What follows belongs to an exercise in optimizing a design on an open flow for small area; a production flow would make more cautious choices.
At most, simulation tests tie the RTL to the original design; equivalence was not proved.
Power is estimated from default activity; no workload was simulated.

violet:
## mfv
module mfv (
    input             clk,
    input             rst,
    input             bus_valid,
    input             bus_write,
    input      [1:0]  bus_size,      
    input      [6:0]  bus_addr,      
    input      [31:0] bus_wdata,
    output reg        resp_valid,
    output reg        resp_err,
    output reg [31:0] resp_rdata,
    output            tx_valid,
    output     [7:0]  tx_data,
    input             tx_ready,
    input             rx_valid,
    input      [7:0]  rx_data,
    output            rx_ready,
    input             rx_timeout
);
For scale: ~2400 cells after synthesis, ~100 I/O pins.
clock: 20.0 ns
lec_check: 0
cap_margin: 20
core_margin: 2
core_utilization: 40
cts_buf_list: sky130_fd_sc_hd__clkbuf_8
slew_margin: 20
synth_hierarchical: 1
run.sh (not shown) runs the stock make flow with config.mk's settings and CLKGATE_MAP_FILE= SYNTH_SCRIPT=/design/flow/synth_recipe.tcl, a recipe that flattens the netlist after the stock synthesis.
--- input diff violet..tundra ---
Settings: CTS_BUF_LIST removed (was sky130_fd_sc_hd__clkbuf_8).
## What came out
On power, violet beats tundra. Global-route wire length before repair of tundra falls short of that of violet slightly. tundra: post-route standard cell area excluding fillers 150 sq um above violet. Via count went down slightly going from violet to tundra. On maximum frequency: tundra sits below violet. Via count of the first global-routing pass: violet and tundra compared, lower one is tundra. Compared with violet, tundra shows worst path setup slack after routing lower by 0.14 ns. violet and tundra ended up with nearly the same power share of the combinational group. Comparing violet and tundra, the higher final-layout clock buffer total was measured on violet. Across both runs, wire length after detailed routing was lower for tundra than for violet. tundra vs violet, worst setup path startpoint: bus_addr[2] vs bus_addr[4]. Latest clock arrival within the worst-skew pair in tundra vs violet: down 0.12 ns.

* * *

old:
mfv, a different RTL version from the one above (not shown whole).
Size in the first run: about 2400 cells after synthesis, roughly 100 I/O pins, ~27000 um^2 of cells after synthesis.
Settings: LEC_CHECK=0, CAP_MARGIN=20, CORE_MARGIN=2, CORE_UTILIZATION=40, CTS_CLUSTER_DIAMETER=120, CTS_CLUSTER_SIZE=24, SLEW_MARGIN=20, SYNTH_HIERARCHICAL=1; clock period 20.0 ns.
old went all the way through the flow, and no timing, DRC or antenna check failed.
The following lists how new was set up differently from old:
==> flow/flow/run.sh (new file) <==
#!/bin/bash
set -euo pipefail
export BUFFER_PORTS_ARGS="-buffer_cell sky130_fd_sc_hd__buf_1"
export CTS_ARGS="-sink_clustering_enable -repair_clock_nets -dont_use_dummy_load -sink_clustering_size 24 -sink_clustering_max_diameter 120"
bash standard.sh finish > flow_make.log 2>&1
==> flow/standard.sh (new file) <==
#!/bin/bash
# synth_recipe.tcl (not shown) runs the flow's synth.tcl, then flattens the netlist and writes it again
# the make line also repeats each setting of config.mk as NAME=value (left out here)
make -C /OpenROAD-flow-scripts/flow DESIGN_CONFIG=/design/flow/config.mk WORK_HOME=/design/flow/orfs CLKGATE_MAP_FILE= SYNTH_SCRIPT=/design/flow/synth_recipe.tcl "${@:-finish}"
removed: flow/run.sh
--- outcome ---
When new is measured against old, its later-pin clock latency in the skew report turns out 0.02 ns lower.
Diff new and old: wire length lower in new
new: cell count is 0.38% lower than what old reported.
| clock group share of total power | new vs old | 0.2 points lower |
Slew of the pin with the lowest slew margin in new is 0.017 ns lower than in old
Power delta (new − old): favourable
Looking at fraction of cell area in non-clock buffers, new sits below old.
Reported for new and old, site row count turned out identical to the last digit.
Compared to old, new has worst relative slew slack 0.86 points higher.

* * *

Another version of the RTL of mfv (not shown whole).
For scale: ~2500 cells after synthesis, ~27000 um2 of cells after synthesis.
clock: 20.0 ns
lec_check: 0
cap_margin: 20
core_margin: 2
core_utilization: 40
cts_cluster_diameter: 120
cts_cluster_size: 24
slew_margin: 20
synth_hierarchical: 1
standard.sh (not shown) runs the stock make flow with config.mk's settings and CLKGATE_MAP_FILE= SYNTH_SCRIPT=/design/flow/synth_recipe.tcl, a recipe that flattens the netlist after the stock synthesis.
==> flow/flow/run.sh <==
#!/bin/bash
set -euo pipefail
export BUFFER_PORTS_ARGS="-buffer_cell sky130_fd_sc_hd__buf_1"
export CTS_ARGS="-sink_clustering_enable -repair_clock_nets -dont_use_dummy_load -sink_clustering_size 24 -sink_clustering_max_diameter 120"
bash standard.sh finish > flow_make.log 2>&1
Rerun with:
--- a/flow/flow/run.sh
+++ b/flow/flow/run.sh
@@ -3,2 +3,3 @@
 export BUFFER_PORTS_ARGS="-buffer_cell sky130_fd_sc_hd__buf_1"
+export RECOVER_POWER=100
 export CTS_ARGS="-sink_clustering_enable -repair_clock_nets -dont_use_dummy_load -sink_clustering_size 24 -sink_clustering_max_diameter 120"
The new run completed and failed the layout checks on capacitance limit, slew limit. Global-route usage is unchanged. Final area went down by 0.46%. Clock-buffer cell count is unchanged. Total power barely changes. Routed wire length is about the same. Die area is unchanged. Worst setup slack loses 520 ps. Synthesized cell count stays the same. Combinational power hardly moves.

* * *

birch:
Another version of the RTL of mfv (not shown whole).
For scale: ~2,400 cells after synthesis, about 100 I/O pins, about 28,000 um^2 of cells after synthesis.
clock: 20.0 ns
lec_check: 0
cap_margin: 20
core_margin: 2
core_utilization: 40
cts_cluster_diameter: 120
cts_cluster_size: 24
slew_margin: 20
synth_hierarchical: 1
run.sh (not shown) runs the stock make flow with config.mk's settings and CLKGATE_MAP_FILE= SYNTH_SCRIPT=/design/flow/synth_recipe.tcl, a recipe that flattens the netlist after the stock synthesis.
Stock flow here: none of the scripts above is used.
Both conditions hold for birch: the flow ran to the end and the final layout passed the timing, DRC and antenna checks.
Edits applied to the flow inputs when going from birch to maple:
==> flow/flow/run.sh (new file) <==
#!/bin/bash
set -euo pipefail
export BUFFER_PORTS_ARGS="-buffer_cell sky130_fd_sc_hd__buf_1"
export CTS_ARGS="-sink_clustering_enable -repair_clock_nets -dont_use_dummy_load -sink_clustering_size 24 -sink_clustering_max_diameter 120"
bash standard.sh finish > flow_make.log 2>&1
==> flow/standard.sh (new file) <==
#!/bin/bash
# synth_recipe.tcl (not shown) runs the flow's synth.tcl, then flattens the netlist and writes it again
# the make line also repeats each setting of config.mk as NAME=value (left out here)
make -C /OpenROAD-flow-scripts/flow DESIGN_CONFIG=/design/flow/config.mk WORK_HOME=/design/flow/orfs CLKGATE_MAP_FILE= SYNTH_SCRIPT=/design/flow/synth_recipe.tcl "${@:-finish}"
removed: flow/run.sh
## What came out
Fmax came out higher on maple than on birch.
Worst hold margin in maple vs birch: down 3.3 ps
Re met1 demand-to-capacity share in global routing: maple and birch aren't equal, and the higher value belongs to birch.
Mean area per synthesized cell: maple vs birch identical
In the reports for maple and birch, the smaller final setup slack of the worst path belongs to birch.
Diff birch -> maple | routed wire length | decrease of 0.41%
Total number of multi-input combinational cells: maple vs birch identical
maple improves on birch in total power.
birch has a higher number of diodes added for antenna fixing than maple.
Function was not checked in any run of this note: the RTL went through the layout flow alone.

-- port drivers added, routing unchanged --
The results above use ideal ports. As a check the final layouts listed here were re-extracted and re-timed, cells and wires unchanged. Step 1 sets driving cells, clkbuf_16 on the clock port and buf_2 on the other inputs (assumed; they add their load-dependent delay and slew). Step 2 also shifts input and output timing later by t, the mid clock arrival at the registers, as if the neighbouring blocks saw the same clock. Three values: ideal, step 1, step 2; two values: the first two.
run	t, ns	setup slack, ns	worst setup path at the end	slew at the worst register clock pin (ns)	worst data-port slew with drivers (ns)
violet	0.786	5.122 / 5.148 / 4.362	input to register	0.07 / 0.07	0.05
tundra	0.675	4.986 / 5.012 / 4.337	input to register	0.07 / 0.07	0.05
old	0.710	4.720 / 4.761 / 4.051	input to register	0.11 / 0.11	0.09
new	0.686	4.987 / 5.023 / 4.337	input to register	0.11 / 0.11	0.07
the first run of note 3	0.653	5.255 / 5.288 / 4.634	input to register	0.10 / 0.10	0.14
the second run of note 3	0.652	4.735 / 4.762 / 4.110	input to register	0.11 / 0.11	0.14
birch	0.683	4.853 / 4.878 / 4.195	input to register	0.11 / 0.11	0.06
maple	0.689	5.225 / 5.250 / 4.561	input to register	0.11 / 0.11	0.06
The setup slack of violet, which loses most, moves by +0.026 ns with the drivers and by -0.760 ns with both steps.
